Context: an optimization exercise on an open-source flow, tuned for small area, a short achievable clock period and few clock cycles per item. The choices shown serve that exercise and are no tape-out recipe. In this exercise RTL edits were held to simulation tests only and were not proved equivalent to the original. No activity file was given, so power comes from the tool's default toggle rates.

$ cat flow/design.v
module gs_writer (
    input             clk,
    input             rst,
    input             cmd_valid,
    output            cmd_ready,
    input      [3:0]  cmd_op,
    input      [7:0]  cmd_nbits,
    input      [63:0] cmd_value,
    output            out_valid,
    input             out_ready,
    output     [31:0] out_data,
    output     [2:0]  out_bytes,
    output reg        rsp_valid,
    output reg [2:0]  rsp_code,
    output     [15:0] rsp_bits,
    output     [31:0] rsp_crc
);
    localparam [2:0] F_OK       = 3'd0;
    localparam [2:0] F_WIDTH    = 3'd2;
    localparam [2:0] F_ILLEGAL  = 3'd3;
    localparam [2:0] F_STATE    = 3'd4;
    localparam [2:0] F_OVERFLOW = 3'd5;
    localparam [16:0] MAX_BITS = 17'd32768;
    reg         c_valid;
    reg         c_open;    
    reg         c_write;   
    reg         c_emit;    
    reg         c_noarg;   
    reg         c_badw;    
    reg         c_long;    
    reg  [6:0]  c_n;       
    reg  [63:0] c_val;     
    reg  [5:0]  c_end;     
    reg         wopen;     
    reg         flush;     
    reg         half;      
    reg  [63:0] ring;      
    reg         rd;        
    reg  [6:0]  cnt;       
    reg  [15:0] total;     
    reg  [31:0] crc;       
    reg  [31:0] cw;        
    reg  [2:0]  cb;        
    wire full_word = cnt[6] | cnt[5];            
    wire last_word = flush && (cnt <= 7'd32);    
    wire crc_free = !cb[2] && !(cb[1] && cb[0]);    
    assign out_valid = crc_free && (flush ? (cnt != 7'd0) : full_word);
    assign out_data  = rd ? ring[31:0] : ring[63:32];
    assign out_bytes = (flush && !full_word) ? ({1'b0, cnt[4:3]} + {2'b0, |cnt[2:0]}) : 3'd4;
    assign rsp_bits  = total;
    assign rsp_crc   = ~crc;
    wire take = out_valid && out_ready;
    wire room  = !cnt[6] && !(cnt[5] && |cnt[4:0]) || (out_ready && crc_free);
    wire go    = c_valid && !flush && room && !(c_open && full_word);
    wire first = go && c_long && !half;
    wire done  = go && !(c_long && !half);
    assign cmd_ready = !c_valid || done;
    wire [16:0] space    = MAX_BITS - {1'b0, total};    
    wire        overflow = (space[16:7] == 10'd0) && (c_n > space[6:0]);
    reg [2:0] code;
    always @(*) begin
        if (!(c_write || ((c_open || c_emit) && c_noarg)))
            code = F_ILLEGAL;
        else if (c_open)
            code = F_OK;
        else if (!wopen)
            code = F_STATE;
        else if (c_emit)
            code = F_OK;
        else if (c_badw)
            code = F_WIDTH;
        else if (overflow)
            code = F_OVERFLOW;
        else
            code = F_OK;
    end
    wire write_ok = c_write && (code == F_OK);
    wire [31:0] piece  = (c_long && !half) ? c_val[63:32] : c_val[31:0];
    wire [5:0]  rot    = ~c_end ^ {(c_long && !half), 5'd0};   
    reg [63:0] ins;
    integer k;
    always @(*) begin
        ins = {32'd0, piece};
        ins = {ins[62:0], ins[63]};
        for (k = 0; k < 6; k = k + 1)
            if (rot[k])
                ins = (ins << (1 << k)) | (ins >> (64 - (1 << k)));
    end
    wire        put     = (first || done) && write_ok;
    wire [5:0]  put_len = (c_long && !half) ? {1'b0, c_n[4:0] == 5'd0, c_n[4:0]}
                        : (half ? 6'd32 : c_n[5:0]);
    wire [63:0] clr     = take ? (rd ? 64'h00000000FFFFFFFF : 64'hFFFFFFFF00000000) : 64'd0;
    wire [6:0]  cnt_tk  = take ? (last_word ? 7'd0 : cnt - 7'd32) : cnt;
    wire [6:0]  cnt_put = cnt_tk + {1'b0, put_len};
    function [31:0] crc8;
        input [31:0] c;
        integer b;
        begin
            crc8 = c;
            for (b = 0; b < 8; b = b + 1)
                crc8 = crc8[0] ? ((crc8 >> 1) ^ 32'hEDB88320) : (crc8 >> 1);
        end
    endfunction
    wire [15:0] crc_in   = cw[31:16];
    wire        crc_two  = cb[2] || cb[1];
    wire [31:0] crc_x    = crc ^ {16'd0, crc_in[7:0], crc_in[15:8]};
    wire [31:0] crc_1    = crc8(crc_x);
    wire [31:0] crc_2    = crc8(crc_1);
    wire [31:0] crc_word = crc_two ? crc_2 : crc_1;
    reg [63:0] vmask;
    integer j;
    always @(*)
        for (j = 0; j < 64; j = j + 1)
            vmask[j] = (cmd_nbits[7:6] != 2'd0) || (j < cmd_nbits[5:0]);
    always @(posedge clk) begin
        if (rst) begin
            c_valid <= 1'b0;
        end else if (cmd_ready) begin
            c_valid <= cmd_valid;
            c_open  <= (cmd_op == 4'h1);
            c_write <= (cmd_op == 4'h2) || (cmd_op == 4'h3);
            c_emit  <= (cmd_op == 4'h4);
            c_noarg <= (cmd_nbits == 8'd0) && (cmd_value == 64'd0);
            c_badw  <= (cmd_nbits == 8'd0) || (cmd_nbits > 8'd64);
            c_long  <= cmd_nbits[7] | cmd_nbits[6] | (cmd_nbits[5] & |cmd_nbits[4:0]);
            c_n     <= cmd_nbits[6:0];
            c_val   <= cmd_value & vmask;
            c_end   <= (done && c_open && c_noarg) ? cmd_nbits[5:0]
                     : (done && c_write) ? c_end + cmd_nbits[5:0]
                     : total[5:0] + cmd_nbits[5:0];
        end
    end
    always @(posedge clk) begin
        if (rst) begin
            wopen     <= 1'b0;
            flush     <= 1'b0;
            half      <= 1'b0;
            ring      <= 64'd0;
            rd        <= 1'b0;
            cnt       <= 7'd0;
            total     <= 16'd0;
            crc       <= 32'hFFFFFFFF;
            cb        <= 3'd0;
            rsp_valid <= 1'b0;
            rsp_code  <= 3'd0;
        end else begin
            rsp_valid <= 1'b0;
            ring      <= (ring & ~clr) | (put ? ins : 64'd0);
            cnt       <= put ? cnt_put : cnt_tk;
            if (cb != 3'd0)
                crc <= crc_word;
            cw <= {cw[15:0], 16'd0};
            cb <= crc_two ? cb - 3'd2 : 3'd0;
            if (take) begin
                rd <= ~rd;
                cw <= out_data;
                cb <= out_bytes;
            end
            if (first)
                half <= 1'b1;
            if (flush && cnt == 7'd0 && crc_free) begin
                flush     <= 1'b0;
                wopen     <= 1'b0;
                ring      <= 64'd0;
                rd        <= 1'b0;
                rsp_valid <= 1'b1;
                rsp_code  <= F_OK;
            end
            if (done) begin
                half      <= 1'b0;
                rsp_valid <= 1'b1;
                rsp_code  <= code;
                if (code != F_OK) begin
                    if (code != F_ILLEGAL)
                        wopen <= 1'b0;
                end else if (c_open) begin
                    wopen <= 1'b1;
                    ring  <= 64'd0;
                    rd    <= 1'b0;
                    cnt   <= 7'd0;
                    total <= 16'd0;
                    crc   <= 32'hFFFFFFFF;
                    cb    <= 3'd0;
                end else if (c_write) begin
                    total <= total + {9'd0, c_n};
                end else begin
                    rsp_valid <= 1'b0;
                    flush     <= 1'b1;
                end
            end
        end
    end
endmodule
$ cat flow/run.sh
#!/bin/bash
# synth_recipe.tcl (not shown) runs the flow's synth.tcl, then flattens the netlist and writes it again
# the make line also repeats each setting of config.mk as NAME=value (left out here)
make -C /OpenROAD-flow-scripts/flow DESIGN_CONFIG=/design/flow/config.mk WORK_HOME=/design/flow/orfs CLKGATE_MAP_FILE= SYNTH_SCRIPT=/design/flow/synth_recipe.tcl finish
$ cat flow/constraint.sdc
create_clock -name core_clock -period 6.0 [get_ports {clk}]
set_input_delay 1.2000 -clock core_clock [delete_from_list [all_inputs] [get_ports {clk}]]
set_output_delay 1.2000 -clock core_clock [all_outputs]
set_load 0.01 [all_outputs]
$ cat flow/config.mk
export PLATFORM = sky130hd
export DESIGN_NAME = gs_writer
export DESIGN_NICKNAME = gs_writer
export VERILOG_FILES = /design/flow/design.v
export SDC_FILE = /design/flow/constraint.sdc
export NUM_CORES = 4
export LEC_CHECK = 0
export CAP_MARGIN = 20
export CORE_MARGIN = 2
export CORE_UTILIZATION = 40
export PLACE_DENSITY = 0.6
export SETUP_SLACK_MARGIN = 3
export SLEW_MARGIN = 20
==> reports/results.tsv <==
metric	value	unit
slew margin rel.	32.0	%
Synth Cell Area	17000	sq um
RR Endpoint	ring[42]	
vias in the first global route	14374	
Core Area	41900	sq um
Layout fillers	3657	
max cap viols	0	
Pwr Density	310	nW/um^2
HPWL Detailed	40600	um
largest area contributor in the netlist	edfxtp_1	
fin. max-slew vios	0	
final core occ	53.7	%
Avg WL per Cell	23.3	um
Vias/cell	5.93	
Hold Crit Class	flop to flop	
Seq/Total Area, Yosys	35.7	%
crit path kind	flop to output port	
Setup TNS	0	ns
status	finished clean	
minimum clock period	3.24	ns
FF+latch area	6110	sq um
Root Driver	clkbuf_16	
clk sinks	246	
Final period util	54.0	%
Critical Path RT	4.80	ns
Worst Skew	0.0326	ns
antenna-violating nets left	0	
detailed-route via count	14837	
final setup fails	0	
Peak VDD IR	274	uV
top-area cell type share of the netlist area	20.3	%
RSZ-0062 raised after global routing	true	
remaining global-route overflow	0	
FMAX	309	MHz
Worst EP arrival	2.04	ns
flop2flop setup slack	2.84	ns
pre-CTS WS	1.42	ns
FFs w/ async S/R, synth	0	%
DRT Pass-1 Iters	8	
CTS Hold Bufs	0	
GPL Wtd Cong	0.916	
Post-synth EDFFs	115	
die width	210	um
syn nets	1828	
Max FO, Critical Path	3	
Worst setup EP type	output port	
Synthesis Warnings	1	
Port Buffers	168	
Worst-Margin Slew	1.02	ns
Final Hold Viols	0	
FF-to-FF path depth	14	
Max clock buf depth	3	
initial core utilization	40.5	%
Worst setup endpoint	cmd_ready	
antenna violations before repair	1	
Multi-input gate area	11500	sq um
WL final	58300	um
Reg clk slew, reported paths	0.06	ns
Die Area	44200	sq um
final setup margin	2.76	ns
Reg-to-Reg Start	total[0]	
Die Y	210	um
Lkg Pwr	8.59	nW
area grow syn2layout	32.6	%
ant diodes	0	
# H-tree levels	1	
DRC marker count from the first detailed-route iteration	1398	
Netlist cell types	88	
Skew-Pair Late Insertion Delay	0.60	ns
Cells after Synth	1714	
Critical Path Source	cnt[5]	
first-pass GRT wire length	87000	um
clock buffer count from CTS	29	
Mean Syn Cell Area	9.92	sq um
Top FF cell, synth	dfxtp_1	
Hold Slack	0.449	ns
CTS tree	built	
row cnt	75	
share of cells above drive strength 1	27.4	%
Total Power	7.00	mW
pin count of the biggest net entering global routing	84	
GRT Total Usage	25.4	%
post-synthesis register bit count	246	
io pins	169	
ranking of synthesized cells by area	edfxtp_1 20%, dfxtp_1 15%, mux4_2 7.2%, mux2i_1 6.1%, xnor2_1 5.8%	
Remaining DRCs	0	
CP startpoint kind	flop	
nets	2055	
## layout by cell type, fill, tap and decap left out, types with 13 or more instances in the layout
| cell | netlist | routed |
|---|---|---|
| xnor2_1 | 112 | 111 |
| nor4_1 | 20 | 18 |
| mux2_2 | 60 | 28 |
| and2_1 | 21 | 19 |
| o21ai_0 | 43 | 30 |
| clkdlybuf4s50_1 | 0 | 126 |
| nor3_1 | 21 | 19 |
| mux2i_2 | 0 | 18 |
| mux2i_1 | 104 | 82 |
| buf_4 | 4 | 92 |
| dfxtp_1 | 131 | 115 |
| o21ai_1 | 27 | 30 |
| nand2_1 | 162 | 151 |
| buf_12 | 0 | 13 |
| o211ai_1 | 53 | 53 |
| mux4_2 | 54 | 54 |
| and3_1 | 38 | 34 |
| nand4_1 | 25 | 25 |
| xor2_1 | 32 | 32 |
| nor2_1 | 98 | 94 |
| buf_6 | 2 | 35 |
| a21o_1 | 14 | 14 |
| a21oi_1 | 72 | 59 |
| clkbuf_16 | 0 | 32 |
| nand3_1 | 50 | 33 |
| mux2_4 | 0 | 32 |
| nand2b_1 | 16 | 15 |
| edfxtp_1 | 115 | 115 |
| inv_1 | 65 | 56 |
| ha_1 | 31 | 23 |
| nor2b_1 | 14 | 13 |
| o21a_1 | 16 | 16 |
## state kept, by name, indices dropped and copies added (netlist names), 3 cells and up
name / flops
c_end: 6
c_n: 7
c_val: 64
cb: 3
cnt: 7
crc: 32
cw: 32
ring: 64
rsp_code: 3
total: 16
## worst min path at each step
stage                     depth (start not counted)       end  slack [ns]     start
after floorplan                                   2  ring[10]        0.42  ring[10]
after global routing                              2   ring[8]        0.47   ring[8]
after CTS                                         2  ring[32]        0.45  ring[32]
final                                             2  ring[32]        0.45  ring[32]
after detailed placement                          2  ring[32]        0.44  ring[32]
after global placement                            2   ring[8]        0.43   ring[8]
## metrics by stage
stage,instances,area [sq um]
2_1_floorplan,1714,17200
4_1_cts,2466,21500
5_1_grt,2503,22500
6_report,2503,22500
3_3_place_gp,2330,19200
3_5_place_dp,2330,19200
## kinds of logic (layout without fill, tap and decap cells)
family                     count (synthesis)  count (layout)  share of synthesized area [%]
adders and majority gates                 34              34                           2.63
muxes                                    218             218                           17.3
AOI/OAI and AO/OA                        356             356                           14.5
and+or+nand+nor                          502             510                           14.5
xor gates and xnor gates                 174             174                           11.0
DFF                                      246             246                           35.7
buffers and inverters                    184             426                           4.43
## critical path, cell delays in order (launching register included)
cell      delay, ns
dfxtp_2        0.33
inv_2          0.08
ha_4           0.15
nand2b_4       0.11
nand3b_1       0.13
buf_4          0.17
a211o_4        0.28
nand2_4        0.09
buf_6          0.10
## layout make-up
class	instances	share of cell area, %
clock buffers	39	3.43
clock inverters	15	0.899
inverters	68	1.22
multi-input cells	1292	50.9
flip-flops and latches	246	27.1
well taps	539	2.99
repair buffers	303	13.4
repair inverters	1	0.0222
## layer usage
metal	GRT usage (%)	vias up	part of all wire (%)
li1	-	6811	-
met1	36.4	7268	44
met2	39.2	658	45
met3	4.25	98	7.8
met4	7.78	2	2.5
met5	0	-	0.022
## power by group
group / leakage (nW) / switching [mW] / internal (mW)
combinational: 5.94 / 1.72 / 1.48
sequential: 2.20 / 0.0932 / 1.86
clock: 0.463 / 0.758 / 1.08
total: 8.59 / 2.58 / 4.42
## cells in the mapped netlist (31+ instances only)
library cell  count
mux2i_1         104
mux4_2           54
dfxtp_1         131
nand3_1          50
edfxtp_1        115
o21ai_0          43
o211ai_1         53
ha_1             31
and3_1           38
nand2_1         162
clkbuf_1         82
xnor2_1         112
a21oi_1          72
nor2_1           98
mux2_2           60
inv_1            65
xor2_1           32
## timing repair
action                     in CTS  in global routing
gates resized for setup       281                159
cloned                          7                  7
pin swaps                      30                 51
setup endpoints to repair     231                140
setup buffers                  75                 30
Testbench counts, summed over its fixed seeds: cycles 11,273, commands 9,484.

## static timing again, ports no longer ideal
Ports are ideal in the flow. The routed layout listed here was re-timed in OpenROAD. Step 1, drivers: a clkbuf_16 drives clk and a buf_2 each remaining input, both assumed. Step 2 times the ports against the registers' clock, not the clock port: input delays grow and output delays shrink by t, the midpoint of the rising clock arrivals with the driver on. a / b / c = no drivers / after step 1 / after step 2; a / b = the first two.
t (ns): 0.632
setup slack, ns: 2.759 / 2.706 / 2.257
worst setup path at the end: input to register
After both steps setup and hold are still met in this run. For this run, drivers alone change the setup slack by -0.053 ns; drivers and shift together by -0.502 ns.
